This design comes from an exercise in tuning for small area, a short achievable clock period and few clock cycles on the open sky130 flow, not from production work.
Function was not checked in any run shown here: the RTL went through the layout flow alone.
Power figures rest on the tool's default switching activity, not on a simulated workload.

## flow/design.v (module list and top-level ports; edited modules follow where they fit)
// module tpb_codec: 348 lines
// module tpb_fmt: 20 lines
// module tpb_opd: 40 lines
// module tpb_dec: 37 lines
// module tpb_resmux: 35 lines
// module tpb_rsp: 45 lines
// module tpb_ctl: 36 lines
// module tpb_pw: 30 lines
// module tpb_mul300: 459 lines
// module tpb_divstep: 22 lines
module tpb_codec (
    input  wire        clk,
    input  wire        rst,         
    input  wire        cmd_valid,
    output wire        cmd_ready,
    input  wire [31:0] cmd_word,
    input  wire [63:0] cmd_opd,
    input  wire [15:0] cmd_flen,
    input  wire        frm_valid,
    output wire        frm_ready,
    input  wire [7:0]  frm_data,
    output wire        rsp_valid,
    output wire [7:0]  rsp_status,
    output wire [63:0] rsp_res
);
  // ...
==> flow/flow/run.sh <==
#!/bin/bash
# Layout flow: the standard flow (standard.sh, ORFS) with two settings
# that ORFS reads from the environment:
#  - BUFFER_PORTS_ARGS: the port buffers are sky130_fd_sc_hd__buf_2 cells
#    (every input and output port still gets its own buffer);
#  - CTS_ARGS: the clock tree is built as the standard flow builds it, but
#    without dummy load cells.
# The clock period, the SDC and every other step are the standard flow's.
set -euo pipefail
export BUFFER_PORTS_ARGS="-buffer_cell sky130_fd_sc_hd__buf_2"
export CTS_ARGS="-sink_clustering_enable -repair_clock_nets -dont_use_dummy_load -sink_clustering_size 30 -sink_clustering_max_diameter 75 -buf_list sky130_fd_sc_hd__clkbuf_16"
bash standard.sh > standard.log 2>&1
==> flow/standard.sh <==
#!/bin/bash
# synth_recipe.tcl (not shown) runs the flow's synth.tcl, then flattens the netlist and writes it again
# the make line also repeats each setting of config.mk as NAME=value (left out here)
make -C /OpenROAD-flow-scripts/flow DESIGN_CONFIG=/design/flow/config.mk WORK_HOME=/design/flow/orfs CLKGATE_MAP_FILE= SYNTH_SCRIPT=/design/flow/synth_recipe.tcl "${@:-finish}"
==> flow/config.mk <==
export PLATFORM = sky130hd
export DESIGN_NAME = tpb_codec
export DESIGN_NICKNAME = tpb_codec
export VERILOG_FILES = /design/flow/design.v
export SDC_FILE = /design/flow/constraint.sdc
export NUM_CORES = 8
export LEC_CHECK = 0
export ABC_AREA = 1
export CAP_MARGIN = 20
export CORE_MARGIN = 2
export CORE_UTILIZATION = 40
export CTS_BUF_LIST = sky130_fd_sc_hd__clkbuf_16
export CTS_CLUSTER_DIAMETER = 75
export CTS_CLUSTER_SIZE = 30
export SLEW_MARGIN = 20
export SYNTH_HIERARCHICAL = 1
==> flow/constraint.sdc <==
create_clock -name core_clock -period 70.0 [get_ports {clk}]
set_input_delay 14.0000 -clock core_clock [delete_from_list [all_inputs] [get_ports {clk}]]
set_output_delay 14.0000 -clock core_clock [all_outputs]
set_load 0.01 [all_outputs]
==> impl_metrics.tcl, run 1 <==
set metrics [dict create \
    inv_count 554 \
    first_pass_iters 7 \
    root_buffer "clkbuf_16" \
    setup-tns-final_ps 0 \
    grt_use_met2 0.2777 \
    finalInstanceArea_sq_mm 0.05687 \
    p_leak_nw 24.45 \
    route.detailed.drc 0 \
    vias 31580 \
    p_clk_frac 0.326 \
    hold_depth 0 \
    crit_family "simple AND/OR/NAND/NOR gates" \
    n_fill_cell 12490 \
    drive_gt1_frac 0.1150 \
    ant_nets 0 \
    largest_reg_flops 1408 \
    hold_buffers 0 \
    cts_tree "yes" \
    syn_inst 5025 \
    ios 199 \
    routed-wl-met3_um 5646 \
    rrSetupSlack_ps 57010 \
    area_share_nonclk_buffers 0.01866 \
    num_antenna_cells 1 \
    grt_pass1_vias 30320 \
    drt-initial-drc-count 2349 \
    top_layer_used "met5" \
    maxSlewHeadroom 0.2757 \
    die_area_sq_mm 0.1351 \
    rsz0062_at_grt "false" \
    finalCritPeriodShare 0.2239 \
    period_minus_slack_ps 15670 \
    finalMaxSlewViolations 0 \
    fin_ws_ps 54330 \
    status "complete, no violations" \
    cts.sinks 1707 \
    finalSetupViolCount 0 \
    reg_top3 "ring (1408), p (96), xq (66)" \
    seq_area_sq_mm 0.03452 \
    rows 133 \
    cts_resized 0 \
    wl_met2_um 53250 \
    fin_hold_ws_ps 254.6 \
    multi_input_comb_cells 2565 \
    use_met1 0.2543 \
]
==> inputs of run 2 (changes only) <==
--- a/flow/flow/run.sh
+++ b/flow/flow/run.sh
@@ -10,3 +10,3 @@
 export BUFFER_PORTS_ARGS="-buffer_cell sky130_fd_sc_hd__buf_2"
-export CTS_ARGS="-sink_clustering_enable -repair_clock_nets -dont_use_dummy_load -sink_clustering_size 30 -sink_clustering_max_diameter 75 -buf_list sky130_fd_sc_hd__clkbuf_16"
+export CTS_ARGS="-sink_clustering_enable -repair_clock_nets -dont_use_dummy_load -sink_clustering_size 24 -sink_clustering_max_diameter 60 -buf_list sky130_fd_sc_hd__clkbuf_16"
 bash standard.sh > standard.log 2>&1
--- a/flow/config.mk
+++ b/flow/config.mk
@@ -12,4 +12,4 @@
 export CTS_BUF_LIST = sky130_fd_sc_hd__clkbuf_16
-export CTS_CLUSTER_DIAMETER = 75
-export CTS_CLUSTER_SIZE = 30
+export CTS_CLUSTER_DIAMETER = 60
+export CTS_CLUSTER_SIZE = 24
 export SLEW_MARGIN = 20
==> run 2 against run 1 <==
  * Die area stayed put
  * Still clean
  * Highest routed layer unchanged
  * Sequential share of layout area is 0.61 points lower
  * Sequential cell count stayed put
  * Largest cell class unchanged
  * First-iteration DRC count is 1.6% lower
  * Critical endpoint unchanged
==> impl_metrics.tcl, run 2 <==
set metrics [dict create \
    largest_reg_flops 1408 \
    fin_nets 5410 \
    grt-ovfl-total 0 \
    drive_gt1_frac 0.1185 \
    cts_made_buffers 106 \
    syn-cell-area_sq_mm 0.05289 \
    final_common_cell "dfxtp_1" \
    crit_required_ps 70610 \
    die_y_um 367.6 \
    n_fill_cell 12400 \
    rsz0062_at_grt "false" \
    tightestPinTransition_ps 1199 \
    htree_levels 3 \
    crit_path_end_kind "register" \
    initial_core_util 0.4028 \
    cts_tree "yes" \
    regMostFlops "ring" \
    hpwl_um 87710 \
    hold_violations 0 \
    dp_cells 6777 \
    maxSlewHeadroom 0.1952 \
    syn_inst 5025 \
    hold_buffers 0 \
    final_cell_mix "dfxtp_1, nand2_1, inv_1, nor2_1, nand3_1" \
    drt-initial-drc-count 2312 \
    root_buffer "clkbuf_16" \
    setup-tns-final_ps 0 \
    port_buffers 172 \
    antenna_found_initial 11 \
    clk_pin_slew_ps 90 \
    critPathKind "in2reg" \
    worstSetupStartpointType "input pin" \
    peakVddDrop_mv 0.02116 \
    rrSetupSlack_ps 56980 \
    reg_top3 "ring (1408), p (96), xq (66)" \
    wl_per_cell_um 17.59 \
    p_total_mw 1.583 \
    fin_ws_ps 54410 \
    finalInstanceArea_sq_mm 0.05745 \
    yosys_warnings 13 \
    die_w_um 367.6 \
    timing.fmax_mhz 64.13 \
    via_per_inst 4.600 \
    holdCritPathClass "reg2reg" \
    die_area_sq_mm 0.1351 \
    final_util 0.4376 \
    ios 199 \
    grt_usage 0.1780 \
    fin_hold_ws_ps 265.5 \
    syn_avg_cell_area_sq_um 10.52 \
    first_pass_iters 5 \
    finalSetupViolCount 0 \
    finalCritPeriodShare 0.2228 \
    insertion_delay_ps 770 \
    rows 133 \
    drt_wl_total_um 121200 \
    gp_congestion 0.9639 \
    maxCapViolCount 0 \
    cts_resized 0 \
    grt_start_max_net_pins 78 \
    core-area_sq_mm 0.1313 \
    cts_buffer_depth 3 \
    finalMaxSlewViolations 0 \
    path_max_fanout 14 \
    skew_ps 145.7 \
    ant_nets 0 \
    p_leak_nw 24.73 \
    powerDensity_mw_per_mm2 27.55 \
    post_cts_buffers 0 \
    status "complete, no violations" \
    syn_to_final_growth_pct 8.633 \
    vias 31690 \
    crit_arrival_ps 16200 \
    placed_cell_area_sq_mm 0.05477 \
    pre_cts_slack_ps 53690 \
    final_cells 6889 \
    route.detailed.drc 0 \
    cts.sinks 1707 \
    grt_pass1_wl_um 183500 \
    period_minus_slack_ps 15590 \
    grt_pass1_vias 30610 \
]
==> run 2: area by class of cell <==
cell class	instances	area, sq um	area share
antenna	5	12.51	0.0002178
clock buffer	106	2653	0.04617
inverter	554	2083	0.03626
multi-input combinational	2565	14920	0.2597
sequential	1707	34520	0.6009
tap	1755	2196	0.03822
timing repair buffer	197	1061	0.01847
==> run 2: layer usage <==
metal | global-route usage | wire, um | vias to the layer above
met5 | 0 | 13 | -
met4 | 0.05541 | 3521 | 2
met3 | 0.02766 | 5826 | 201
li1 | - | - | 15840
met2 | 0.2764 | 52950 | 713
met1 | 0.2541 | 58870 | 14930
==> run 2: worst paths after layout <==
path / from / end / cells after the start
worst min-delay path: ring[149][7] / ring[148][7] / 0
worst min register to register: ring[149][7] / ring[148][7] / 0
worst max-delay path: cmd_word[7] / rs_q[2] / 15
worst max register to register: p[10][7] / rr_q[41] / 49
==> run 2: where the power goes <==
group | total, mW | internal (mW) | leakage [nW] | switching [mW]
registers | 0.980 | 0.977 | 13.9 | 0.00275
clock network | 0.562 | 0.266 | 1.31 | 0.296
logic | 0.0407 | 0.0117 | 9.56 | 0.0289
==> run 2: worst max-delay path, cell delays in order <==
cell and delay, ps:
buf_2 120, nor2_4 310, nand2_2 220, nor2_1 770
nor2_1 80, nand2_1 100, nor2_1 40, nand2_1 70
nor2_2 40, nor2_1 100, nor2_2 60, nor2_1 100
nand3_1 80, nand2_1 60, inv_1 40
==> module tpb_codec, before the edit <==
module tpb_codec (
    input  wire        clk,
    input  wire        rst,         
    input  wire        cmd_valid,
    output wire        cmd_ready,
    input  wire [31:0] cmd_word,
    input  wire [63:0] cmd_opd,
    input  wire [15:0] cmd_flen,
    input  wire        frm_valid,
    output wire        frm_ready,
    input  wire [7:0]  frm_data,
    output wire        rsp_valid,
    output wire [7:0]  rsp_status,
    output wire [63:0] rsp_res
);
    localparam [3:0] ST_OK          = 4'h0;
    localparam [3:0] ST_BAD_SYNC    = 4'h1;
    localparam [3:0] ST_BAD_SIZE    = 4'h2;
    localparam [3:0] ST_BAD_PID     = 4'h3;
    localparam [3:0] ST_BAD_ADAPT   = 4'h4;
    localparam [3:0] ST_UNKNOWN_PKT = 4'h5;
    localparam [3:0] ST_BAD_OFFSET  = 4'h6;
    localparam [3:0] ST_ILLEGAL     = 4'hD;
    localparam NR = 11;             
    localparam RL = 16;             
    localparam DIV_K   = 8;
    localparam DIV_PAD = 2;
    localparam DIV_CYC = 8;
    localparam XW      = DIV_PAD + 64;
    reg [7:0]  p [0:11];            
    reg [7:0]  ring [0:NR-1][0:RL-1];
    reg [3:0]  ph;                  
    reg [3:0]  dofs;                
    reg [6:0]  err;                 
    reg        rv_q;
    reg [3:0]  rs_q;
    reg [41:0] rr_q;
    reg        crdy_q;
    reg        frdy_q;
    reg        clr_q;
    reg [3:0]  ccnt;
    reg        in_load;
    reg [7:0]  tk;                  
    reg        fb_v;
    reg [7:0]  fb_d;
    reg        load_ok;
    reg        sp_pend;
    reg [2:0]  a_op;                
    reg [7:0]  a_idx;
    reg [7:0]  a_dat;
    reg        w_pend;
    reg [7:0]  w_idx;
    reg [7:0]  w_dat;
    reg           busy;
    reg           sysrst_q;         
    reg [2:0]     ecnt;
    reg [XW-1:0]  xq;
    reg [6:0]     rem;
    assign cmd_ready  = crdy_q;
    assign frm_ready  = frdy_q;
    assign rsp_valid  = rv_q;
    assign rsp_status = {4'd0, rs_q};
    assign rsp_res    = {22'd0, rr_q};
    wire fire = cmd_valid & crdy_q;
    wire take = frm_valid & frdy_q;
    wire [1:0]  afc     = p[3][5:4];
    wire        has_af  = afc[1];
    wire        has_pl  = afc[0];
    wire [7:0]  af_len  = p[4];
    wire [12:0] pid     = {p[1][4:0], p[2]};
    wire        has_pcr = has_af & p[5][4];
    wire [41:0] pcr_rd;
    tpb_mul300 u_mul (
        .base ({p[6], p[7], p[8], p[9], p[10][7]}),
        .ext  ({p[10][0], p[11]}),
        .res  (pcr_rd)
    );
    wire [7:0] af_win_len = (af_len > 8'd183) ? 8'd183 : af_len;
    wire [8:0] pl_start   = has_af ? (9'd5 + {1'b0, af_len}) : 9'd4;
    wire [8:0] pl_off     = (pl_start > 9'd188) ? 9'd188 : pl_start;
    wire [8:0] pl_len     = 9'd188 - pl_off;
    wire [3:0] st_validate = (p[0] != 8'h47) ? ST_BAD_SYNC :
                             (has_af && af_len > 8'd183) ? ST_BAD_ADAPT : ST_OK;
    wire cls_unk = (p[0] != 8'h47) & (p[0] != 8'h80);
    wire cls_80  = (p[0] == 8'h80);
    wire [6:0] err_new;
    assign err_new[0] = rv_q && rs_q == ST_BAD_SYNC;
    assign err_new[1] = rv_q && rs_q == ST_BAD_SIZE;
    assign err_new[2] = rv_q && rs_q == ST_BAD_PID;
    assign err_new[3] = rv_q && rs_q == ST_BAD_ADAPT;
    assign err_new[4] = rv_q && rs_q == ST_UNKNOWN_PKT;
    assign err_new[5] = rv_q && rs_q == ST_BAD_OFFSET;
    assign err_new[6] = rv_q && rs_q == ST_ILLEGAL;
    wire [6:0]  err_eff  = err | err_new;
    wire [7:0] fidx  = tk - 8'd1;                   
    wire       fb_static = (fidx < 8'd12);
    wire       a_static  = (a_idx < 8'd12);
    wire       sp_rdb    = (a_op == 3'b000);    
    wire       sp_wr     = (a_op == 3'b001);    
    wire       sp_tsc    = (a_op == 3'b100);    
    wire       sp_afc    = (a_op == 3'b101);    
    wire       sp_clrpcr = (a_op == 3'b111);    
    wire       sp_clrerr = (a_op == 3'b110);    
    wire [7:0] raddr = w_pend ? w_idx : (fb_v ? fidx : a_idx);
    wire [7:0] rj    = raddr - 8'd12;
    wire [3:0] rring = rj[7:4];
    wire [3:0] rslot = rj[3:0] + dofs;
    wire       at_wr = (rslot == ph);                
    wire       at_rd = (rslot[2:0] == ph[2:0]);      
    wire ld_w  = fb_v & ((fidx == 8'd0) ? (fb_d == 8'h47) : load_ok);
    wire w_go  = w_pend & at_wr & ~clr_q;
    wire sp_go = sp_pend & ~w_pend & (a_static | (~clr_q & (sp_wr ? at_wr : at_rd)));
    wire [7:0] saddr = fb_v ? fidx : a_idx;
    wire       s_we  = fb_v ? (ld_w & fb_static) : (sp_go & sp_wr & a_static);
    wire [7:0] sbus  = fb_v ? fb_d : a_dat;
    wire       r_we  = w_go | (ld_w & ~fb_static) | (sp_go & sp_wr & ~a_static);
    wire [7:0] rbus  = clr_q ? 8'd0 : (w_pend ? w_dat : (fb_v ? fb_d : a_dat));
    reg [7:0] ring_rd;
    integer ri;
    always @* begin
        ring_rd = 8'd0;
        for (ri = 0; ri < NR; ri = ri + 1)
            if (rring == ri) ring_rd = ring_rd | ((rslot[3] ^ ph[3]) ? ring[ri][8] : ring[ri][0]);
    end
    wire [7:0] static_rd = p[a_idx[3:0]];
    wire [7:0] rd_byte   = a_static ? static_rd : ring_rd;
    wire [6:0]       st_r;
    wire [DIV_K-1:0] st_q;
    tpb_divstep #(.K(DIV_K)) u_div (
        .rem_in  (rem),
        .bits    (xq[XW-1:XW-DIV_K]),
        .rem_out (st_r),
        .q       (st_q)
    );
    wire [XW-1:0] xq_next  = {xq[XW-DIV_K-1:0], st_q};
    wire          div_last = busy & (ecnt == DIV_CYC - 1);
    wire [32:0]   base_wr  = xq_next[32:0];
    wire [8:0]    ext_wr   = {st_r, xq_next[XW-1:XW-2]};
    wire clr_first = clr_q & (ccnt == 4'd0);
    reg [7:0] pn [0:11];
    integer bi;
    always @* begin
        for (bi = 0; bi < 12; bi = bi + 1) begin
            pn[bi] = p[bi];
            if (s_we && saddr[3:0] == bi) pn[bi] = sbus;
        end
        if (sp_go && sp_tsc) pn[3][7:6] = a_dat[1:0];
        if (sp_go && sp_afc) pn[3][5:4] = a_dat[1:0];
        if (sp_go && sp_clrpcr && p[3][5]) begin
            pn[5][4] = 1'b0;
            pn[6] = 8'd0; pn[7] = 8'd0; pn[8] = 8'd0;
            pn[9] = 8'd0; pn[10] = 8'd0; pn[11] = 8'd0;
        end
        if (busy && ecnt == 3'd0) begin
            if (!p[3][5]) pn[3][5:4] = 2'b11;
            if (p[4] < 8'd7) pn[4] = 8'd7;
            pn[5][4] = 1'b1;
        end
        if (div_last) begin
            pn[6]  = base_wr[32:25];
            pn[7]  = base_wr[24:17];
            pn[8]  = base_wr[16:9];
            pn[9]  = base_wr[8:1];
            pn[10] = {base_wr[0], 6'b111111, ext_wr[8]};
            pn[11] = ext_wr[7:0];
        end
        if (clr_first)
            for (bi = 0; bi < 12; bi = bi + 1) pn[bi] = 8'd0;
    end
    wire [95:0] p_cur  = {p[11], p[10], p[9], p[8], p[7], p[6], p[5], p[4], p[3], p[2], p[1], p[0]};
    wire [95:0] p_slow = {pn[11], pn[10], pn[9], pn[8], pn[7], pn[6], pn[5], pn[4], pn[3], pn[2], pn[1], pn[0]};
    wire [95:0] p_d;
    wire        o_rv_d;
    wire [3:0]  o_rs_d;
    wire [41:0] o_rr_d;
    wire        L_load, L_slow, L_pcr, L_sysrst;
    wire [9:0]  fm;
    wire [34:0] o;
    wire [37:0] dl;
    tpb_fmt u_fmt (.cmd_word(cmd_word), .cmd_flen(cmd_flen), .fm(fm));
    tpb_opd u_opd (.op(cmd_word[7:0]), .o(o));
    tpb_dec u_dec (.o(o), .fm(fm), .dl(dl));
    assign L_load   = dl[1];
    assign L_slow   = dl[4];
    assign L_pcr    = dl[12];
    assign L_sysrst = dl[15];
    wire [41:0] res_m;
    tpb_resmux u_res (
        .o           (o),
        .p_cur       (p_cur),
        .cls_80      (cls_80),
        .af_win_len  (af_win_len),
        .pl_len      (pl_len[7:0]),
        .pl_off      (pl_off[7:0]),
        .pcr_rd      (pcr_rd),
        .err_eff     (err_eff),
        .m           (res_m)
    );
    tpb_rsp u_rsp (
        .fire        (fire),
        .dl          (dl),
        .f0_ok       (fm[1]),
        .m           (res_m),
        .st_validate (st_validate),
        .cls_unk     (cls_unk),
        .in_load     (in_load),
        .load_done   (in_load & take & (tk == 8'd187)),
        .load_ok     (load_ok),
        .sp_pend     (sp_pend),
        .sp_go       (sp_go),
        .sp_rdb      (sp_rdb),
        .sp_clrerr   (sp_clrerr),
        .err_eff     (err_eff),
        .w_pend      (w_pend),
        .rd_byte     (rd_byte),
        .rv_d        (o_rv_d),
        .rs_d        (o_rs_d),
        .rr_d        (o_rr_d)
    );
    tpb_pw u_pw (
        .fire        (fire),
        .dl          (dl),
        .imm         (cmd_word[31:16]),
        .p_cur       (p_cur),
        .p_slow      (p_slow),
        .p_d         (p_d)
    );
    integer rr, pp;
    always @(posedge clk) begin
        for (rr = 0; rr < NR; rr = rr + 1) begin
            for (pp = 0; pp < RL - 1; pp = pp + 1)
                ring[rr][pp] <= ring[rr][pp + 1];
            if (clr_q || (r_we && rring == rr))
                ring[rr][RL-1] <= rbus;
            else
                ring[rr][RL-1] <= ring[rr][0];
        end
        for (bi = 0; bi < 12; bi = bi + 1)
            p[bi] <= p_d[8*bi +: 8];
        ph <= ph + 4'd1;
        busy <= busy_d;
        if (busy) begin
            xq  <= xq_next;
            rem <= st_r;
            ecnt <= ecnt + 3'd1;
        end else begin
            xq  <= {{DIV_PAD{1'b0}}, cmd_opd};
            rem <= 7'd0;
            ecnt <= 3'd0;
        end
        sp_pend <= sp_pend_d;
        if (!sp_pend) begin
            a_idx <= cmd_word[15:8];
            a_dat <= cmd_word[23:16];
            a_op  <= {cmd_word[5], cmd_word[4], cmd_word[2]};
        end
        w_pend <= w_pend_d;
        if (!w_pend) begin
            w_idx <= cmd_word[15:8];
            w_dat <= cmd_word[23:16];
        end
        fb_d <= frm_data;
        fb_v <= take & in_load;
        if (take & in_load) tk <= tk1;
        in_load <= in_load_d;
        if (fb_v && fidx == 8'd0) load_ok <= (fb_d == 8'h47);
        if (!in_load) tk <= 8'd0;
        if (ld_w && fidx == 8'd12) dofs <= ph;           
        sysrst_q <= sysrst_d;
        if (clr_q) begin
            ccnt <= ccnt + 4'd1;
            if (ccnt == 4'd15) clr_q <= 1'b0;
        end
        if (sysrst_q) begin
            clr_q  <= 1'b1;
            ccnt   <= 4'd0;
            w_pend <= 1'b0;
        end
        if (sysrst_q || (sp_go && sp_clrerr))
            err <= 7'd0;
        else
            err <= err_eff;
        rv_q <= o_rv_d;
        rs_q <= o_rs_d;
        rr_q <= o_rr_d;
        crdy_q <= crdy_d;
        frdy_q <= frdy_d;
        if (rst) begin
            ph      <= 4'd0;
            dofs    <= 4'd0;
            err     <= 7'd0;
            rv_q    <= 1'b0;
            crdy_q  <= 1'b0;
            frdy_q  <= 1'b0;
            clr_q   <= 1'b1;
            ccnt    <= 4'd0;
            w_pend  <= 1'b0;
            in_load <= 1'b0;
            tk      <= 8'd0;
            fb_v    <= 1'b0;
            load_ok <= 1'b0;
            sp_pend <= 1'b0;
            busy    <= 1'b0;
            sysrst_q <= 1'b0;
        end
    end
    wire [7:0] tk1    = tk + 8'd1;
    wire       ok_n   = (fb_v && fidx == 8'd0) ? (fb_d == 8'h47) : load_ok;
    wire [3:0] dofs_n = (ld_w && fidx == 8'd12) ? ph : dofs;
    wire [3:0] ph2    = ph + 4'd2;
    wire [7:0] tkj    = tk - 8'd12;
    wire [7:0] tk1j   = tk - 8'd11;
    wire       r_free = ~clr_q & ~w_pend;       
    wire fr_b = in_load & (tk < 8'd188) &
                ((tk < 8'd12) | ~ok_n |
                 (r_free & ((tk == 8'd12) | (ph2 == tkj[3:0] + dofs_n))));
    wire fr_a = in_load & (tk < 8'd187) &
                ((tk < 8'd11) | ~ok_n |
                 (r_free & ((tk == 8'd11) | (tk == 8'd12) | (ph2 == tk1j[3:0] + dofs_n))));
    wire busy_d, sp_pend_d, w_pend_d, in_load_d, sysrst_d, crdy_d, frdy_d;
    tpb_ctl u_ctl (
        .fire       (fire),
        .take       (take),
        .L_load     (dl[1]),
        .L_slow     (dl[4]),
        .L_pcr      (dl[12]),
        .L_sysrst   (dl[15]),
        .L_wrbring  (dl[37]),
        .busy       (busy),
        .div_last   (div_last),
        .sp_pend    (sp_pend),
        .sp_go      (sp_go),
        .w_pend     (w_pend),
        .w_go       (w_go),
        .in_load    (in_load),
        .tk_last    (tk == 8'd187),
        .fr_a       (fr_a),
        .fr_b       (fr_b),
        .sysrst_q   (sysrst_q),
        .busy_d     (busy_d),
        .sp_pend_d  (sp_pend_d),
        .w_pend_d   (w_pend_d),
        .in_load_d  (in_load_d),
        .sysrst_d   (sysrst_d),
        .crdy_d     (crdy_d),
        .frdy_d     (frdy_d)
    );
endmodule
==> module tpb_dec, before the edit <==
module tpb_dec (
    input  wire [34:0] o,
    input  wire [9:0]  fm,
    output wire [37:0] dl
);
    wire idx_z = fm[0], f0_ok = fm[1], fx_ok = fm[2], fx8_ok = fm[3];
    wire fm4_ok = fm[4], fm2_ok = fm[5], idx_ok = fm[6], idx_ring = fm[7];
    wire pid_ok = fm[8], flen_ok = fm[9];
    wire of0 = o[0] | o[1] | o[2] | o[5] | o[6] | o[7] | o[8] | o[9] | o[10] | o[11] | o[12] | o[13] | o[14] | o[15] | o[17] | o[19] | o[21] | o[23] | o[24] | o[25] | o[26] | o[27] | o[28] | o[29] | o[30] | o[31] | o[32] | o[33] | o[34];
    wire legal = (of0 & f0_ok) | (o[3] & fx_ok) | (o[4] & fx8_ok) | (o[16] & idx_z) |
                 (o[22] & fm4_ok) | ((o[18] | o[20]) & fm2_ok);
    assign dl[0]  = ~legal;
    assign dl[1]  = o[1] & f0_ok & flen_ok;                  
    assign dl[2]  = o[1] & f0_ok & ~flen_ok;                 
    assign dl[3]  = o[2] & f0_ok;                            
    assign dl[4]  = ((((o[3] & fx_ok) | (o[4] & fx8_ok)) & idx_ok) |
                     ((o[18] | o[20]) & fm2_ok) | ((o[31] | o[33]) & f0_ok));
    assign dl[5]  = ((o[3] & fx_ok) | (o[4] & fx8_ok)) & ~idx_ok;   
    assign dl[6]  = o[5] & f0_ok;                            
    assign dl[7]  = o[16] & idx_z & pid_ok;                   
    assign dl[8]  = o[16] & idx_z & ~pid_ok;                  
    assign dl[9]  = o[18] & fm2_ok;                           
    assign dl[10] = o[20] & fm2_ok;                           
    assign dl[11] = o[22] & fm4_ok;                           
    assign dl[12] = o[30] & f0_ok;                            
    assign dl[13] = o[31] & f0_ok;                            
    assign dl[14] = o[33] & f0_ok;                            
    assign dl[15] = o[34] & f0_ok;                            
    assign dl[16] = o[7] & f0_ok;
    assign dl[17] = o[8] & f0_ok;
    assign dl[18] = o[10] & f0_ok;
    assign dl[19] = o[11] & f0_ok;
    assign dl[20] = o[13] & f0_ok;
    assign dl[21] = o[14] & f0_ok;
    assign dl[36:22] = 15'd0;
    assign dl[37] = o[4] & fx8_ok & idx_ok & idx_ring;       
endmodule
==> module tpb_resmux, before the edit <==
module tpb_resmux (
    input  wire [34:0] o,
    input  wire [95:0] p_cur,
    input  wire        cls_80,
    input  wire [7:0]  af_win_len,
    input  wire [7:0]  pl_len,
    input  wire [7:0]  pl_off,
    input  wire [41:0] pcr_rd,
    input  wire [6:0]  err_eff,
    output wire [41:0] m
);
    wire [7:0] p1 = p_cur[15:8], p2 = p_cur[23:16], p3 = p_cur[31:24], p5 = p_cur[47:40];
    wire       has_af  = p3[5];
    wire       has_pl  = p3[4];
    wire       has_pcr = has_af & p5[4];
    wire [12:0] pid    = {p1[4:0], p2};
    wire [13:0] err_full = {err_eff[6], 6'd0, err_eff[5:0], 1'b0};
    assign m =
        ({42{o[5] & cls_80}} & 42'd1) |
        ({42{o[6]}} & {41'd0, p1[7]}) |
        ({42{o[9]}} & {41'd0, p1[6]}) |
        ({42{o[12]}} & {41'd0, p1[5]}) |
        ({42{o[15]}} & {29'd0, pid}) |
        ({42{o[17]}} & {40'd0, p3[7:6]}) |
        ({42{o[19]}} & {40'd0, p3[5:4]}) |
        ({42{o[21]}} & {38'd0, p3[3:0]}) |
        ({42{o[23]}} & {41'd0, (pid == 13'h1FFF)}) |
        ({42{o[24]}} & {41'd0, has_af}) |
        ({42{o[25]}} & {41'd0, has_pl}) |
        ({42{o[26] & has_af}} & {26'd0, af_win_len, 8'd5}) |
        ({42{o[27] & has_pl}} & {26'd0, pl_len, pl_off}) |
        ({42{o[28]}} & {41'd0, has_pcr}) |
        ({42{o[29] & has_pcr}} & pcr_rd) |
        ({42{o[32]}} & {28'd0, err_full});
endmodule
==> module tpb_rsp, before the edit <==
module tpb_rsp (
    input  wire        fire,
    input  wire [37:0] dl,
    input  wire        f0_ok,
    input  wire [41:0] m,
    input  wire [3:0]  st_validate,
    input  wire        cls_unk,
    input  wire        in_load,
    input  wire        load_done,
    input  wire        load_ok,
    input  wire        sp_pend,
    input  wire        sp_go,
    input  wire        sp_rdb,
    input  wire        sp_clrerr,
    input  wire [6:0]  err_eff,
    input  wire        w_pend,
    input  wire [7:0]  rd_byte,
    output reg         rv_d,
    output reg  [3:0]  rs_d,
    output reg  [41:0] rr_d
);
    wire ill = dl[0], L_load = dl[1], L_loadbad = dl[2], L_val = dl[3];
    wire L_slow = dl[4], L_offbad = dl[5], L_cls = dl[6], L_pidbad = dl[8];
    wire [3:0] f_st;
    assign f_st[0] = (L_val & st_validate[0]) | (L_cls & cls_unk) | L_pidbad | ill;
    assign f_st[1] = L_loadbad | L_offbad | L_pidbad;
    assign f_st[2] = (L_val & st_validate[2]) | (L_cls & cls_unk) | L_offbad | ill;
    assign f_st[3] = ill;
    always @* begin
        if (in_load) begin
            rv_d = load_done;
            rs_d = load_ok ? 4'h0 : 4'h1;
            rr_d = 42'd0;
        end else if (sp_pend) begin
            rv_d = sp_go;
            rs_d = 4'h0;
            rr_d = ({42{sp_rdb}} & {34'd0, rd_byte}) |
                   ({42{sp_clrerr}} & {28'd0, err_eff[6], 6'd0, err_eff[5:0], 1'b0});
        end else begin
            rv_d = fire & ~L_load & ~(L_slow & ~(dl[37] & ~w_pend));
            rs_d = f_st;
            rr_d = {42{f0_ok}} & m;
        end
    end
endmodule
==> module tpb_pw, before the edit <==
module tpb_pw (
    input  wire        fire,
    input  wire [37:0] dl,
    input  wire [15:0] imm,
    input  wire [95:0] p_cur,
    input  wire [95:0] p_slow,
    output reg  [95:0] p_d
);
    wire has_af = p_cur[29];
    wire [7:0] p4 = p_cur[39:32];
    wire L_pid = dl[7], L_cc = dl[11];
    wire L_tei_s = dl[16], L_tei_c = dl[17], L_pus_s = dl[18], L_pus_c = dl[19];
    wire L_tp_s = dl[20], L_tp_c = dl[21];
    always @* begin
        p_d = p_slow;
        if (fire) begin
            if (L_tei_s) p_d[15] = 1'b1;
            if (L_tei_c) p_d[15] = 1'b0;
            if (L_pus_s) p_d[14] = 1'b1;
            if (L_pus_c) p_d[14] = 1'b0;
            if (L_tp_s)  p_d[13] = 1'b1;
            if (L_tp_c)  p_d[13] = 1'b0;
            if (L_pid) begin
                p_d[12:8]  = imm[12:8];
                p_d[23:16] = imm[7:0];
            end
            if (L_cc)  p_d[27:24] = imm[3:0];
        end
    end
endmodule
==> inputs of run 3 (changes only) <==
--- a/flow/design.v
+++ b/flow/design.v
@@ -47,3 +47,3 @@
     reg        sp_pend;
-    reg [2:0]  a_op;                
+    reg        sp_wr;
     reg [7:0]  a_idx;
@@ -97,8 +97,2 @@
     wire       a_static  = (a_idx < 8'd12);
-    wire       sp_rdb    = (a_op == 3'b000);    
-    wire       sp_wr     = (a_op == 3'b001);    
-    wire       sp_tsc    = (a_op == 3'b100);    
-    wire       sp_afc    = (a_op == 3'b101);    
-    wire       sp_clrpcr = (a_op == 3'b111);    
-    wire       sp_clrerr = (a_op == 3'b110);    
     wire [7:0] raddr = w_pend ? w_idx : (fb_v ? fidx : a_idx);
@@ -146,14 +140,2 @@
         end
-        if (sp_go && sp_tsc) pn[3][7:6] = a_dat[1:0];
-        if (sp_go && sp_afc) pn[3][5:4] = a_dat[1:0];
-        if (sp_go && sp_clrpcr && p[3][5]) begin
-            pn[5][4] = 1'b0;
-            pn[6] = 8'd0; pn[7] = 8'd0; pn[8] = 8'd0;
-            pn[9] = 8'd0; pn[10] = 8'd0; pn[11] = 8'd0;
-        end
-        if (busy && ecnt == 3'd0) begin
-            if (!p[3][5]) pn[3][5:4] = 2'b11;
-            if (p[4] < 8'd7) pn[4] = 8'd7;
-            pn[5][4] = 1'b1;
-        end
         if (div_last) begin
@@ -176,2 +158,3 @@
     wire        L_load, L_slow, L_pcr, L_sysrst;
+    wire [6:0]  err_d;
     wire [9:0]  fm;
@@ -210,5 +193,3 @@
         .sp_go       (sp_go),
-        .sp_rdb      (sp_rdb),
-        .sp_clrerr   (sp_clrerr),
-        .err_eff     (err_eff),
+        .sp_wr       (sp_wr),
         .w_pend      (w_pend),
@@ -225,3 +206,5 @@
         .p_slow      (p_slow),
-        .p_d         (p_d)
+        .err_eff     (err_eff),
+        .p_d         (p_d),
+        .err_d       (err_d)
     );
@@ -254,3 +237,3 @@
             a_dat <= cmd_word[23:16];
-            a_op  <= {cmd_word[5], cmd_word[4], cmd_word[2]};
+            sp_wr <= cmd_word[2];
         end
@@ -278,6 +261,3 @@
         end
-        if (sysrst_q || (sp_go && sp_clrerr))
-            err <= 7'd0;
-        else
-            err <= err_eff;
+        err <= err_d;
         rv_q <= o_rv_d;
@@ -423,4 +403,3 @@
     assign dl[3]  = o[2] & f0_ok;                            
-    assign dl[4]  = ((((o[3] & fx_ok) | (o[4] & fx8_ok)) & idx_ok) |
-                     ((o[18] | o[20]) & fm2_ok) | ((o[31] | o[33]) & f0_ok));
+    assign dl[4]  = ((o[3] & fx_ok) | (o[4] & fx8_ok)) & idx_ok;    
     assign dl[5]  = ((o[3] & fx_ok) | (o[4] & fx8_ok)) & ~idx_ok;   
@@ -478,3 +457,3 @@
         ({42{o[29] & has_pcr}} & pcr_rd) |
-        ({42{o[32]}} & {28'd0, err_full});
+        ({42{o[32] | o[33]}} & {28'd0, err_full});
 endmodule
@@ -492,5 +471,3 @@
     input  wire        sp_go,
-    input  wire        sp_rdb,
-    input  wire        sp_clrerr,
-    input  wire [6:0]  err_eff,
+    input  wire        sp_wr,
     input  wire        w_pend,
@@ -516,4 +493,3 @@
             rs_d = 4'h0;
-            rr_d = ({42{sp_rdb}} & {34'd0, rd_byte}) |
-                   ({42{sp_clrerr}} & {28'd0, err_eff[6], 6'd0, err_eff[5:0], 1'b0});
+            rr_d = sp_wr ? 42'd0 : {34'd0, rd_byte};
         end else begin
@@ -567,3 +543,5 @@
     input  wire [95:0] p_slow,
-    output reg  [95:0] p_d
+    input  wire [6:0]  err_eff,
+    output reg  [95:0] p_d,
+    output wire [6:0]  err_d
 );
@@ -571,5 +549,7 @@
     wire [7:0] p4 = p_cur[39:32];
-    wire L_pid = dl[7], L_cc = dl[11];
+    wire L_pid = dl[7], L_tsc = dl[9], L_afc = dl[10], L_cc = dl[11];
+    wire L_pcr = dl[12], L_clrpcr = dl[13] & has_af, L_clrerr = dl[14], L_sysrst = dl[15];
     wire L_tei_s = dl[16], L_tei_c = dl[17], L_pus_s = dl[18], L_pus_c = dl[19];
     wire L_tp_s = dl[20], L_tp_c = dl[21];
+    assign err_d  = (fire & (L_clrerr | L_sysrst)) ? 7'd0 : err_eff;
     always @* begin
@@ -587,3 +567,14 @@
             end
+            if (L_tsc) p_d[31:30] = imm[1:0];
+            if (L_afc) p_d[29:28] = imm[1:0];
             if (L_cc)  p_d[27:24] = imm[3:0];
+            if (L_pcr) begin
+                if (!has_af) p_d[29:28] = 2'b11;
+                if (p4 < 8'd7) p_d[39:32] = 8'd7;
+                p_d[44] = 1'b1;
+            end
+            if (L_clrpcr) begin
+                p_d[44]    = 1'b0;
+                p_d[95:48] = 48'd0;
+            end
         end
==> run 3 against run 2 <==
  * Still clean on timing, DRC and antenna
  * Synthesized cell count increased by 0.50%
  * Total power decreased by 0.59%
  * Via count increased by 1.0%
  * Clock power decreased by 2%
  * Cell count increased by 1.0%
  * Routed wire length increased by 1.8%
  * Maximum frequency increased by 0.53%
  * Critical path type is now reg2out
==> impl_metrics.tcl, run 3 <==
set metrics [dict create \
    status "complete, no violations" \
    fin_nets 5493 \
    timing.fmax_mhz 64.46 \
    crit_path_end_kind "output pin" \
    period_minus_slack_ps 15510 \
    maxCapViolCount 0 \
    setup-tns-final_ps 0 \
    pre_cts_slack_ps 53890 \
    fin_ws_ps 54490 \
    grt_pass1_wl_um 187600 \
    rsz0062_at_grt "false" \
    syn-cell-area_sq_mm 0.05250 \
    powerDensity_mw_per_mm2 27.35 \
    worstSetupStartpointType "register" \
    ios 199 \
    die_area_sq_mm 0.1342 \
    cts_made_buffers 103 \
    antenna_found_initial 12 \
    drt-initial-drc-count 2105 \
    largest_reg_flops 1408 \
    skew_ps 113.2 \
    maxSlewHeadroom 0.3052 \
    post_cts_buffers 0 \
    drt_wl_total_um 123400 \
    rows 132 \
    first_pass_iters 5 \
    finalMaxSlewViolations 0 \
    grt_util_met3 0.03152 \
    ant_nets 0 \
    crit_buf_inv 1 \
    reg_top3 "ring (1408), p (96), xq (66)" \
    fin_hold_ws_ps 239.7 \
    path_max_fanout 1 \
    grt-ovfl-total 0 \
    peakVddDrop_mv 0.01809 \
    port_buffers 172 \
    holdCritPathClass "reg2reg" \
    syn_to_final_growth_pct 9.562 \
    critPathKind "reg2out" \
    crit_required_ps 56000 \
    root_buffer "clkbuf_16" \
    htree_levels 3 \
    tightestPinTransition_ps 1040 \
    die_w_um 366.3 \
    yosys_warnings 13 \
    gp_congestion 0.9224 \
    clk_pin_slew_ps 90 \
    syn_avg_cell_area_sq_um 10.40 \
    crit_family "flip-flops" \
    grt_pass1_vias 31350 \
    final_common_cell "dfxtp_1" \
    hpwl_um 88920 \
    slowest_delay_ps 610 \
    grt_usage 0.1821 \
    critical_path.slowest_cell "dfxtp_1" \
    insertion_delay_ps 740 \
    wl_per_cell_um 17.73 \
    vias 32010 \
    cts.sinks 1705 \
    grt_use_met2 0.3013 \
    cts_tree "yes" \
    via_per_inst 4.600 \
    p_total_mw 1.573 \
    p_leak_nw 24.98 \
    route.detailed.drc 0 \
    cts_buffer_depth 3 \
    die_y_um 366.3 \
    finalCritPeriodShare 0.2216 \
    crit_arrival_ps 1510 \
    regMostFlops "ring" \
    finalSetupViolCount 0 \
    dp_cells 6852 \
    use_met1 0.2407 \
    drive_gt1_frac 0.1184 \
    final_cell_mix "dfxtp_1, nand2_1, inv_1, nor2_1, nand3_1" \
    hold_buffers 0 \
    initial_core_util 0.4044 \
    syn_inst 5050 \
    crit_chain "buf_2" \
    core-area_sq_mm 0.1298 \
    final_cells 6958 \
    cts_resized 0 \
    grt_start_max_net_pins 69 \
    busiest_layer "met2" \
    hold_violations 0 \
]
==> run 3: cell type report <==
cell class / instances / area, sq um
fill: 12360 / 72300
sequential: 1705 / 34460
multi-input combinational: 2607 / 14950
clock buffer: 103 / 2577
inverter: 594 / 2235
tap: 1742 / 2180
timing repair buffer: 204 / 1101
antenna: 3 / 7.507
==> run 3: path summary, 6_finish.rpt <==
| kind | start | end | slack [ps] | depth (start not counted) |
|---|---|---|---|---|
| hold / removal | ring[93][7] | ring[92][7] | 240 | 0 |
| setup reg to reg | p[9][0] | rr_q[41] | 56840 | 48 |
| hold reg to reg | ring[93][7] | ring[92][7] | 240 | 0 |
| setup / recovery | rr_q[0] | rsp_res[0] | 54490 | 1 |
==> run 3: report_power, final <==
group	total [mW]	internal [mW]	switching, mW
clock	0.552	0.259	0.293
combinational	0.0425	0.0120	0.0305
sequential	0.979	0.976	0.00291
==> run 3: per-stage QoR <==
stage	utilization	cell area, sq um
2_1_floorplan	-	52590
3_3_place_gp	0.4231	54930
3_5_place_dp	0.4232	54930
4_1_cts	0.4430	57510
5_1_grt	0.4430	57510
6_report	0.4431	57520
==> run 3: routing by layer <==
metal / vias up / wire [um]
li1: 16010 / -
met1: 15030 / 56190
met2: 747 / 56720
met3: 211 / 6110
met4: 6 / 4293
met5: - / 34
==> inputs of run 4 (changes only) <==
--- a/flow/config.mk
+++ b/flow/config.mk
@@ -14,2 +14,3 @@
 export CTS_CLUSTER_SIZE = 24
+export GPL_TIMING_DRIVEN = 1
 export SLEW_MARGIN = 20
==> run 4 against run 3 <==
  * Maximum frequency stayed put
  * Routed wire length stayed put
  * Sequential power hardly changed
  * Sequential cell count stayed put
  * Largest power group unchanged
  * Global-route usage did not move
  * Synthesized area did not move
  * Non-clock buffer count is the same
  * Register-to-register slack is essentially flat
==> impl_metrics.tcl, run 4 <==
set metrics [dict create \
    ios 199 \
    hpwl_um 88920 \
    crit_required_ps 56000 \
    final_common_cell "dfxtp_1" \
    hold_buffers 0 \
    syn_to_final_growth_pct 9.562 \
    grt_pass1_wl_um 187600 \
    crit_chain "buf_2" \
    largest_reg_flops 1408 \
    crit_family "flip-flops" \
    dp_cells 6852 \
    insertion_delay_ps 740 \
    busiest_layer "met2" \
    syn_inst 5050 \
    die_y_um 366.3 \
    p_leak_nw 24.98 \
    status "complete, no violations" \
    maxSlewHeadroom 0.3052 \
    post_cts_buffers 0 \
    port_buffers 172 \
    reg_top3 "ring (1408), p (96), xq (66)" \
    regMostFlops "ring" \
    yosys_warnings 13 \
    via_per_inst 4.600 \
    grt_usage 0.1821 \
    initial_core_util 0.4044 \
    drt_wl_total_um 123400 \
    rsz0062_at_grt "false" \
    antenna_found_initial 12 \
    powerDensity_mw_per_mm2 27.35 \
    core-area_sq_mm 0.1298 \
    finalMaxSlewViolations 0 \
    setup-tns-final_ps 0 \
    crit_path_end_kind "output pin" \
    root_buffer "clkbuf_16" \
    syn-cell-area_sq_mm 0.05250 \
    hold_violations 0 \
    rows 132 \
    skew_ps 113.2 \
    cts_made_buffers 103 \
    cts_resized 0 \
    cts_tree "yes" \
    worstSetupStartpointType "register" \
    final_cells 6958 \
    die_w_um 366.3 \
    wl_per_cell_um 17.73 \
    crit_arrival_ps 1510 \
    timing.fmax_mhz 64.46 \
    finalSetupViolCount 0 \
    final_cell_mix "dfxtp_1, nand2_1, inv_1, nor2_1, nand3_1" \
    peakVddDrop_mv 0.01809 \
    holdCritPathClass "reg2reg" \
    path_max_fanout 1 \
    grt_use_met2 0.3013 \
    vias 32010 \
    slowest_delay_ps 610 \
    cts_buffer_depth 3 \
    critPathKind "reg2out" \
    grt_util_met3 0.03152 \
    finalCritPeriodShare 0.2216 \
    cts.sinks 1705 \
    drt-initial-drc-count 2105 \
    first_pass_iters 5 \
    finalInstanceArea_sq_mm 0.05752 \
    route.detailed.drc 0 \
    n_fill_cell 12360 \
    crit_buf_inv 1 \
    maxCapViolCount 0 \
    placed_cell_area_sq_mm 0.05493 \
    htree_levels 3 \
    grt_start_max_net_pins 69 \
    drive_gt1_frac 0.1184 \
    period_minus_slack_ps 15510 \
    ant_nets 0 \
    gp_congestion 0.9224 \
    syn_avg_cell_area_sq_um 10.40 \
    grt_pass1_vias 31350 \
    fin_nets 5493 \
    clk_pin_slew_ps 90 \
    tightestPinTransition_ps 1040 \
    die_area_sq_mm 0.1342 \
    use_met1 0.2407 \
    grt-ovfl-total 0 \
    critical_path.slowest_cell "dfxtp_1" \
]
-- run 4: path summary, 6_finish.rpt --
kind                     from           to  slack [ps]  cells past startpoint
setup / recovery      rr_q[0]   rsp_res[0]       54490                      1
hold / removal    ring[93][7]  ring[92][7]         240                      0
setup reg to reg      p[9][0]     rr_q[41]       56840                     48
hold reg to reg   ring[93][7]  ring[92][7]         240                      0
-- run 4: final cells by class --
cell class                      instances  area (sq um)  area share
Antenna cell                            3         7.507   0.0001305
Clock buffer                          103          2577     0.04481
Inverter                              594          2235     0.03885
Multi-Input combinational cell       2607         14950      0.2600
Sequential cell                      1705         34460      0.5992
Tap cell                             1742          2180     0.03789
Timing Repair Buffer                  204          1101     0.01914
-- run 4: routing by layer --
layer | wire length, um | up-vias
li1 | - | 16010
met5 | 34 | -
met2 | 56720 | 747
met4 | 4293 | 6
met3 | 6110 | 211
met1 | 56190 | 15030
-- run 4: report_power, final --
group	switching, mW	leakage [nW]	internal, mW
Clock	0.293	1.27	0.259
Sequential	0.00291	13.8	0.976
Combinational	0.0305	9.87	0.0120
Total	0.326	25.0	1.25
-- run 4: metrics by stage --
step / total power, mW / util / setup WS (ps) / hold slack [ps]
floorplan: 1.026 / - / 54460 / 309.6
global placement: 1.043 / 0.4231 / 53670 / 309.6
detailed placement: 1.044 / 0.4232 / 53890 / 312.1
CTS: 1.591 / 0.4430 / 54390 / 240.0
global route: 1.630 / 0.4430 / 54360 / 242.7
finish: 1.573 / 0.4431 / 54490 / 239.7
==> inputs of run 5 (changes only) <==
--- a/flow/config.mk
+++ b/flow/config.mk
@@ -10,3 +10,3 @@
 export CORE_MARGIN = 2
-export CORE_UTILIZATION = 40
+export CORE_UTILIZATION = 60
 export CTS_BUF_LIST = sky130_fd_sc_hd__clkbuf_16
@@ -14,3 +14,2 @@
 export CTS_CLUSTER_SIZE = 24
-export GPL_TIMING_DRIVEN = 1
 export SLEW_MARGIN = 20
==> run 5 against run 4 <==
  * Synthesized area did not move
  * Routed wire length down 7.0%
  * Sequential power barely moved
  * Maximum frequency down 0.91%
  * Synthesized cell count stayed put
  * Largest cell class unchanged
==> impl_metrics.tcl, run 5 <==
set metrics [dict create \
    status "complete, no violations" \
    holdCritPathClass "reg2reg" \
    worstSetupStartpointType "input pin" \
    path_max_fanout 17 \
    r2r_cells 49 \
    grt-ovfl-total 0 \
    critical_path.slowest_cell "nor2_1" \
    rrSetupSlack_ps 56890 \
    path_common_cell "nor2_1" \
    initial_core_util 0.6051 \
    syn-cell-area_sq_mm 0.05250 \
    root_buffer "clkbuf_16" \
    p_leak_nw 24.96 \
    crit_arrival_ps 16210 \
    crit_cells 9 \
    skew_ps 86.17 \
    hold_buffers 0 \
    port_buffers 172 \
    cts_buffer_depth 3 \
    p_total_mw 1.564 \
    routed-wl-met3_um 5682 \
    peakVddDrop_mv 0.02334 \
    powerDensity_mw_per_mm2 27.55 \
    cts.sinks 1705 \
    drt_wl_total_um 114700 \
    top_layer_used "met5" \
    rsz0062_at_grt "false" \
    syn_inst 5050 \
    die_y_um 299.8 \
    hpwl_um 81410 \
    reg_top3 "ring (1408), p (96), xq (66)" \
    maxCapViolCount 0 \
    yosys_warnings 13 \
    route.detailed.drc 0 \
    post_cts_buffers 0 \
    ios 199 \
    maxSlewHeadroom 0.2434 \
    hold_violations 0 \
    core-area_sq_mm 0.08675 \
    cts_resized 0 \
    final_cells 6376 \
    fin_nets 5492 \
    clk_pin_slew_ps 90 \
    final_common_cell "dfxtp_1" \
    cts_made_buffers 102 \
    tightestPinTransition_ps 1131 \
    ant_nets 0 \
    crit_chain "buf_2, inv_1, nor2_1, nand2_2, nor2_1, nand2_1, nor2_1, nand2_1, o21ai_0" \
    vias 31940 \
    grt_pass1_vias 30710 \
    crit_family "simple AND/OR/NAND/NOR gates" \
    antenna_found_initial 10 \
    setup-tns-final_ps 0 \
    drive_gt1_frac 0.1178 \
    startpoint "cmd_word[5]" \
    wl_met1_um 50250 \
    pre_cts_slack_ps 53740 \
    fin_ws_ps 54350 \
    via_per_inst 5.009 \
    final_util 0.6544 \
    rows 108 \
    period_minus_slack_ps 15650 \
    wl_met2_um 53480 \
    syn_avg_cell_area_sq_um 10.40 \
    n_fill_cell 7075 \
    die_area_sq_mm 0.08988 \
    r2r-end "rr_q[41]" \
    slowest_delay_ps 570 \
    grt_pass1_wl_um 176100 \
    cp-endpoint "p[2][3]" \
    critPathKind "in2reg" \
    die_w_um 299.8 \
    final_cell_mix "dfxtp_1, nand2_1, inv_1, nor2_1, nand3_1" \
    cts_tree "yes" \
    regMostFlops "ring" \
    crit_path_end_kind "register" \
    finalCritPeriodShare 0.2236 \
    gp_congestion 0.9977 \
    drt-initial-drc-count 2120 \
    timing.fmax_mhz 63.88 \
    dp_cells 6265 \
    first_pass_iters 6 \
    crit_required_ps 70550 \
    htree_levels 3 \
    syn_to_final_growth_pct 8.132 \
    grt_usage 0.2560 \
    r2r-start "p[10][7]" \
    wl_per_cell_um 17.99 \
    grt_start_max_net_pins 69 \
    largest_reg_flops 1408 \
    finalMaxSlewViolations 0 \
    insertion_delay_ps 680 \
    finalSetupViolCount 0 \
    crit_buf_inv 2 \
]
[run 5: worst min-delay path by stage]
stage | startpoint | to | slack [ps] | cells after the start
floorplan | ring[1][0] | ring[0][0] | 310 | 0
global placement | ring[5][6] | ring[4][6] | 310 | 0
detailed placement | ring[110][6] | ring[109][6] | 310 | 0
CTS | ring[81][7] | ring[80][7] | 280 | 0
global route | ring[87][6] | ring[86][6] | 300 | 0
finish | ring[79][7] | ring[78][7] | 290 | 0
[run 5: worst register-to-register path, delay by kind of cell, from the launching register on]
family                   cells  cell delay, ps
adder cells (fa/ha/maj)     27           10740
AND/OR/NAND/NOR             12            1220
buffers and inverters        9             530
flip-flops                   1             460
XOR/XNOR                     1             120
[run 5: area by class of cell]
cell class / count / area, sq um / area share
Antenna cell: 9 / 22.52 / 0.0003967
Clock buffer: 102 / 2552 / 0.04496
Inverter: 594 / 2233 / 0.03934
Multi-Input combinational cell: 2607 / 14950 / 0.2633
Sequential cell: 1705 / 34460 / 0.6071
Tap cell: 1155 / 1445 / 0.02546
Timing Repair Buffer: 204 / 1101 / 0.01940
[run 5: where the power goes]
part           switching [mW]  leakage (nW)  internal (mW)
Sequential            0.00257          13.8          0.976
Clock                   0.287          1.26          0.257
Combinational          0.0290          9.87         0.0120
[run 5: through the flow]
step | hold slack, ps | area, sq um
final | 285.7 | 56770
after global routing | 295.6 | 56750
after CTS | 281.4 | 56740
after detailed placement | 312.1 | 54190
after global placement | 309.5 | 54190
after floorplan | 309.6 | 52590
[run 5: layer usage]
metal	up-vias	track usage
met1	14830	0.3289
li1	16040	-
met3	261	0.03902
met4	6	0.1168
met5	-	0
met2	799	0.4282
==> inputs of run 6 (changes only) <==
--- a/flow/design.v
+++ b/flow/design.v
@@ -54,3 +54,2 @@
     reg           busy;
-    reg           sysrst_q;         
     reg [2:0]     ecnt;
@@ -159,2 +158,3 @@
     wire [6:0]  err_d;
+    wire        crdy_d;
     wire [9:0]  fm;
@@ -169,2 +169,3 @@
     assign L_sysrst = dl[15];
+    wire   wrb_now  = dl[37] & ~w_pend;
     wire [41:0] res_m;
@@ -207,4 +208,6 @@
         .err_eff     (err_eff),
+        .crdy_hold   (busy & ~div_last),
         .p_d         (p_d),
-        .err_d       (err_d)
+        .err_d       (err_d),
+        .crdy_d      (crdy_d)
     );
@@ -223,3 +226,2 @@
         ph <= ph + 4'd1;
-        busy <= busy_d;
         if (busy) begin
@@ -228,2 +230,3 @@
             ecnt <= ecnt + 3'd1;
+            if (div_last) busy <= 1'b0;
         end else begin
@@ -232,4 +235,4 @@
             ecnt <= 3'd0;
+            if (fire && L_pcr) busy <= 1'b1;
         end
-        sp_pend <= sp_pend_d;
         if (!sp_pend) begin
@@ -238,4 +241,6 @@
             sp_wr <= cmd_word[2];
+            if (fire && L_slow && !wrb_now) sp_pend <= 1'b1;
+        end else if (sp_go) begin
+            sp_pend <= 1'b0;
         end
-        w_pend <= w_pend_d;
         if (!w_pend) begin
@@ -243,2 +248,5 @@
             w_dat <= cmd_word[23:16];
+            if (fire && wrb_now) w_pend <= 1'b1;
+        end else if (w_go) begin
+            w_pend <= 1'b0;
         end
@@ -247,7 +255,7 @@
         if (take & in_load) tk <= tk1;
-        in_load <= in_load_d;
+        if (fire && L_load) in_load <= 1'b1;
         if (fb_v && fidx == 8'd0) load_ok <= (fb_d == 8'h47);
+        if (in_load && take && tk == 8'd187) in_load <= 1'b0;
         if (!in_load) tk <= 8'd0;
         if (ld_w && fidx == 8'd12) dofs <= ph;           
-        sysrst_q <= sysrst_d;
         if (clr_q) begin
@@ -256,3 +264,3 @@
         end
-        if (sysrst_q) begin
+        if (fire && L_sysrst) begin
             clr_q  <= 1'b1;
@@ -266,3 +274,3 @@
         crdy_q <= crdy_d;
-        frdy_q <= frdy_d;
+        frdy_q <= frdy_next;
         if (rst) begin
@@ -283,3 +291,2 @@
             busy    <= 1'b0;
-            sysrst_q <= 1'b0;
         end
@@ -299,30 +306,3 @@
                  (r_free & ((tk == 8'd11) | (tk == 8'd12) | (ph2 == tk1j[3:0] + dofs_n))));
-    wire busy_d, sp_pend_d, w_pend_d, in_load_d, sysrst_d, crdy_d, frdy_d;
-    tpb_ctl u_ctl (
-        .fire       (fire),
-        .take       (take),
-        .L_load     (dl[1]),
-        .L_slow     (dl[4]),
-        .L_pcr      (dl[12]),
-        .L_sysrst   (dl[15]),
-        .L_wrbring  (dl[37]),
-        .busy       (busy),
-        .div_last   (div_last),
-        .sp_pend    (sp_pend),
-        .sp_go      (sp_go),
-        .w_pend     (w_pend),
-        .w_go       (w_go),
-        .in_load    (in_load),
-        .tk_last    (tk == 8'd187),
-        .fr_a       (fr_a),
-        .fr_b       (fr_b),
-        .sysrst_q   (sysrst_q),
-        .busy_d     (busy_d),
-        .sp_pend_d  (sp_pend_d),
-        .w_pend_d   (w_pend_d),
-        .in_load_d  (in_load_d),
-        .sysrst_d   (sysrst_d),
-        .crdy_d     (crdy_d),
-        .frdy_d     (frdy_d)
-    );
+    wire frdy_next = (fire & L_load) | (take ? fr_a : fr_b);
 endmodule
@@ -501,38 +481,2 @@
 endmodule
-module tpb_ctl (
-    input  wire fire,
-    input  wire take,
-    input  wire L_load,
-    input  wire L_slow,
-    input  wire L_pcr,
-    input  wire L_sysrst,
-    input  wire L_wrbring,
-    input  wire busy,
-    input  wire div_last,
-    input  wire sp_pend,
-    input  wire sp_go,
-    input  wire w_pend,
-    input  wire w_go,
-    input  wire in_load,
-    input  wire tk_last,
-    input  wire fr_a,
-    input  wire fr_b,
-    input  wire sysrst_q,
-    output wire busy_d,
-    output wire sp_pend_d,
-    output wire w_pend_d,
-    output wire in_load_d,
-    output wire sysrst_d,
-    output wire crdy_d,
-    output wire frdy_d
-);
-    wire wrb_now = L_wrbring & ~w_pend;
-    assign busy_d    = busy ? ~div_last : (fire & L_pcr);
-    assign sp_pend_d = sp_pend ? ~sp_go : (fire & L_slow & ~wrb_now);
-    assign w_pend_d  = w_pend ? ~w_go : (fire & wrb_now);
-    assign in_load_d = in_load ? ~(take & tk_last) : (fire & L_load);
-    assign sysrst_d  = fire & L_sysrst;
-    assign crdy_d    = ~((fire & (L_pcr | L_sysrst)) | (busy & ~div_last) | sysrst_q);
-    assign frdy_d    = (fire & L_load) | (take ? fr_a : fr_b);
-endmodule
 module tpb_pw (
@@ -544,4 +488,6 @@
     input  wire [6:0]  err_eff,
+    input  wire        crdy_hold,
     output reg  [95:0] p_d,
-    output wire [6:0]  err_d
+    output wire [6:0]  err_d,
+    output wire        crdy_d
 );
@@ -554,2 +500,3 @@
     assign err_d  = (fire & (L_clrerr | L_sysrst)) ? 7'd0 : err_eff;
+    assign crdy_d = ~((fire & (L_pcr | L_sysrst)) | crdy_hold);
     always @* begin
--- a/flow/config.mk
+++ b/flow/config.mk
@@ -10,3 +10,3 @@
 export CORE_MARGIN = 2
-export CORE_UTILIZATION = 60
+export CORE_UTILIZATION = 40
 export CTS_BUF_LIST = sky130_fd_sc_hd__clkbuf_16
==> run 6 against run 5 <==
  * First-iteration DRC count up 16%
  * Routed wire length up 6.9%
  * Cell count up 7.6%
  * Setup slack worse by 270 ps
  * Synthesized area down 0.69%
  * Clock skew up 14 ps
  * Clock-buffer cell count down 1
  * Worst hold slack worse by 32 ps
  * Non-clock buffer count down 3
  * Critical path depth up 5
==> impl_metrics.tcl, run 6 <==
set metrics [dict create \
    route.detailed.drc 0 \
    period_minus_slack_ps 15930 \
    rows 132 \
    p_sw_frac 0.2060 \
    maxSlewHeadroom 0.2448 \
    grt_start_max_net_pins 74 \
    setup-tns-final_ps 0 \
    path_common_cell "inv_1" \
    timing.fmax_mhz 62.78 \
    drive_gt1_frac 0.1146 \
    syn_to_final_growth_pct 9.443 \
    status "complete, no violations" \
    cp-endpoint "ccnt[0]" \
    peakVddDrop_mv 0.01886 \
    hold_violations 0 \
    regMostFlops "ring" \
    r2r-end "rr_q[41]" \
    fin_ws_ps 54070 \
    crit_arrival_ps 16460 \
    vias 31610 \
    initial_core_util 0.4027 \
    drt_wl_total_um 122600 \
    via_per_inst 4.606 \
    crit_chain "buf_2, nor2_2, nand2_1, nor2_2, nand2_2, nor2_1, buf_4, nand2_1, inv_1, inv_1, o21ai_0, inv_1, o21ai_0, a21oi_1" \
    drt-initial-drc-count 2453 \
    worstSetupStartpointType "input pin" \
    first_pass_iters 6 \
    final_cell_mix "dfxtp_1, nand2_1, inv_1, nor2_1, nand3_1" \
    core-area_sq_mm 0.1295 \
    r2r_cells 48 \
    finalCritPeriodShare 0.2276 \
    maxCapViolCount 0 \
    p_comb_frac 0.026 \
    crit_family "simple AND/OR/NAND/NOR gates" \
    ios 199 \
    gp_congestion 0.9917 \
    rsz0062_at_grt "false" \
    r2r-start "p[9][0]" \
    syn-cell-area_sq_mm 0.05214 \
    largest_reg_flops 1408 \
    post_cts_buffers 0 \
    grt-ovfl-total 0 \
    hpwl_um 87250 \
    die_w_um 365.0 \
    holdCritPathClass "reg2reg" \
    cts_resized 0 \
    reg_top3 "ring (1408), p (96), xq (66)" \
    insertion_delay_ps 740 \
    hold_buffers 0 \
    htree_levels 3 \
    grt_pass1_wl_um 184200 \
    cts_made_buffers 101 \
    grt_pass1_vias 30570 \
    tightestPinTransition_ps 1124 \
    path_max_fanout 23 \
    fin_nets 5400 \
    antenna_found_initial 6 \
    slowest_delay_ps 460 \
    critPathKind "in2reg" \
    startpoint "cmd_word[12]" \
    pre_cts_slack_ps 53460 \
    crit_required_ps 70530 \
    critical_path.slowest_cell "o21ai_0" \
    finalMaxSlewViolations 0 \
    powerDensity_mw_per_mm2 27.41 \
    root_buffer "clkbuf_16" \
    syn_inst 4963 \
    rrSetupSlack_ps 56900 \
    sequentialPowerShare 0.625 \
    yosys_warnings 13 \
    syn_avg_cell_area_sq_um 10.51 \
    cts_buffer_depth 3 \
    p_int_mw 1.242 \
    crit_buf_inv 5 \
    die_y_um 365.0 \
    die_area_sq_mm 0.1332 \
    finalSetupViolCount 0 \
    skew_ps 99.72 \
    clk_pin_slew_ps 80 \
    grt_usage 0.1837 \
    cts.sinks 1704 \
    p_leak_nw 24.69 \
    port_buffers 172 \
    crit_cells 14 \
    ant_nets 0 \
    wl_per_cell_um 17.86 \
    p_switching_mw 0.3222 \
    crit_path_end_kind "register" \
    p_clk_frac 0.349 \
    cts_tree "yes" \
    final_common_cell "dfxtp_1" \
]
## run 6: cell type report
cell class	count	area, sq um
Tap cell	1742	2180
Clock buffer	101	2527
Timing Repair Buffer	201	1079
Multi-Input combinational cell	2525	14610
Inverter	589	2215
Sequential cell	1704	34440
Antenna cell	1	2.502
Fill cell	12400	72420
## run 6: worst reg2reg max path: cells and delay by family (launching register included)
family / cells / cell delay (ps)
DFF: 1 / 590
xor gates and xnor gates: 1 / 130
buffers and inverters: 9 / 600
adders and majority gates: 26 / 10490
and+or+nand+nor: 12 / 1190
## run 6: stage by stage
step | area (sq um) | util | power, mW | std cells | hold WS [ps]
global placement | 54530 | 0.4211 | 1.041 | 6761 | 309.5
detailed placement | 54530 | 0.4211 | 1.041 | 6761 | 312.1
finish | 57060 | 0.4407 | 1.564 | 6863 | 254.0
floorplan | 52230 | - | 1.025 | 4988 | 309.6
CTS | 57060 | 0.4407 | 1.581 | 6862 | 251.5
global route | 57060 | 0.4407 | 1.619 | 6862 | 265.9
## run 6: layer usage
metal,up-vias,track usage,wire length [um]
met2,836,0.2994,55710
met4,8,0.07214,4988
met3,228,0.03429,6402
met1,14810,0.2411,55440
met5,-,0,47
li1,15730,-,-
## run 6: worst min-delay path by stage
stage | startpoint | endpoint | depth (start not counted)
after global placement | ring[101][6] | ring[100][6] | 0
after global routing | ring[66][1] | ring[65][1] | 0
final | ring[66][1] | ring[65][1] | 0
after CTS | ring[66][1] | ring[65][1] | 0
after detailed placement | ring[101][1] | ring[100][1] | 0
after floorplan | ring[1][0] | ring[0][0] | 0
## run 6: power by group through the flow
stage / clock network (mW) / logic, mW / registers [mW]
floorplan: 0 / 0.0263 / 0.999
global placement: 0 / 0.0399 / 1.00
detailed placement: 0 / 0.0401 / 1.00
CTS: 0.563 / 0.0402 / 0.978
global route: 0.596 / 0.0441 / 0.979
finish: 0.545 / 0.0404 / 0.978

## what the ideal ports hide
The flow's constraints put no driver on any port. The routed layouts listed below were extracted and timed again, unchanged, in two steps.
Step 1, drivers: a clkbuf_16 drives clk and a buf_2 each remaining input, both assumed.
Step 2 adds t to the input delays and takes it off the output delays; t is the mean of the earliest and latest rising clock arrival at the registers after step 1. Input paths then give back, and output paths get back, about the clock's delay inside the block.
Three values: ideal ports, drivers, drivers and shift; two values: the first two.
run	t (ns)	slack for setup (ns)	hold WS [ns]	latest minus earliest clock arrival (ns)	cell pins on the clock port's net
run 1	0.737	54.325 / 54.374 / 53.637	0.255 / 0.255 / 0.255	0.126 / 0.126	1
run 2	0.768	54.406 / 54.456 / 53.688	0.266 / 0.266 / 0.266	0.146 / 0.146	1
run 3	0.758	54.488 / 54.418 / 53.734	0.240 / 0.240 / 0.240	0.127 / 0.127	1
run 4	0.758	54.488 / 54.418 / 53.734	0.240 / 0.240 / 0.240	0.127 / 0.127	1
run 5	0.713	54.345 / 54.392 / 53.679	0.286 / 0.286 / 0.286	0.102 / 0.102	1
run 6	0.750	54.071 / 54.118 / 53.368	0.254 / 0.254 / 0.254	0.120 / 0.120	1
After both steps setup and hold are still met in every run listed.
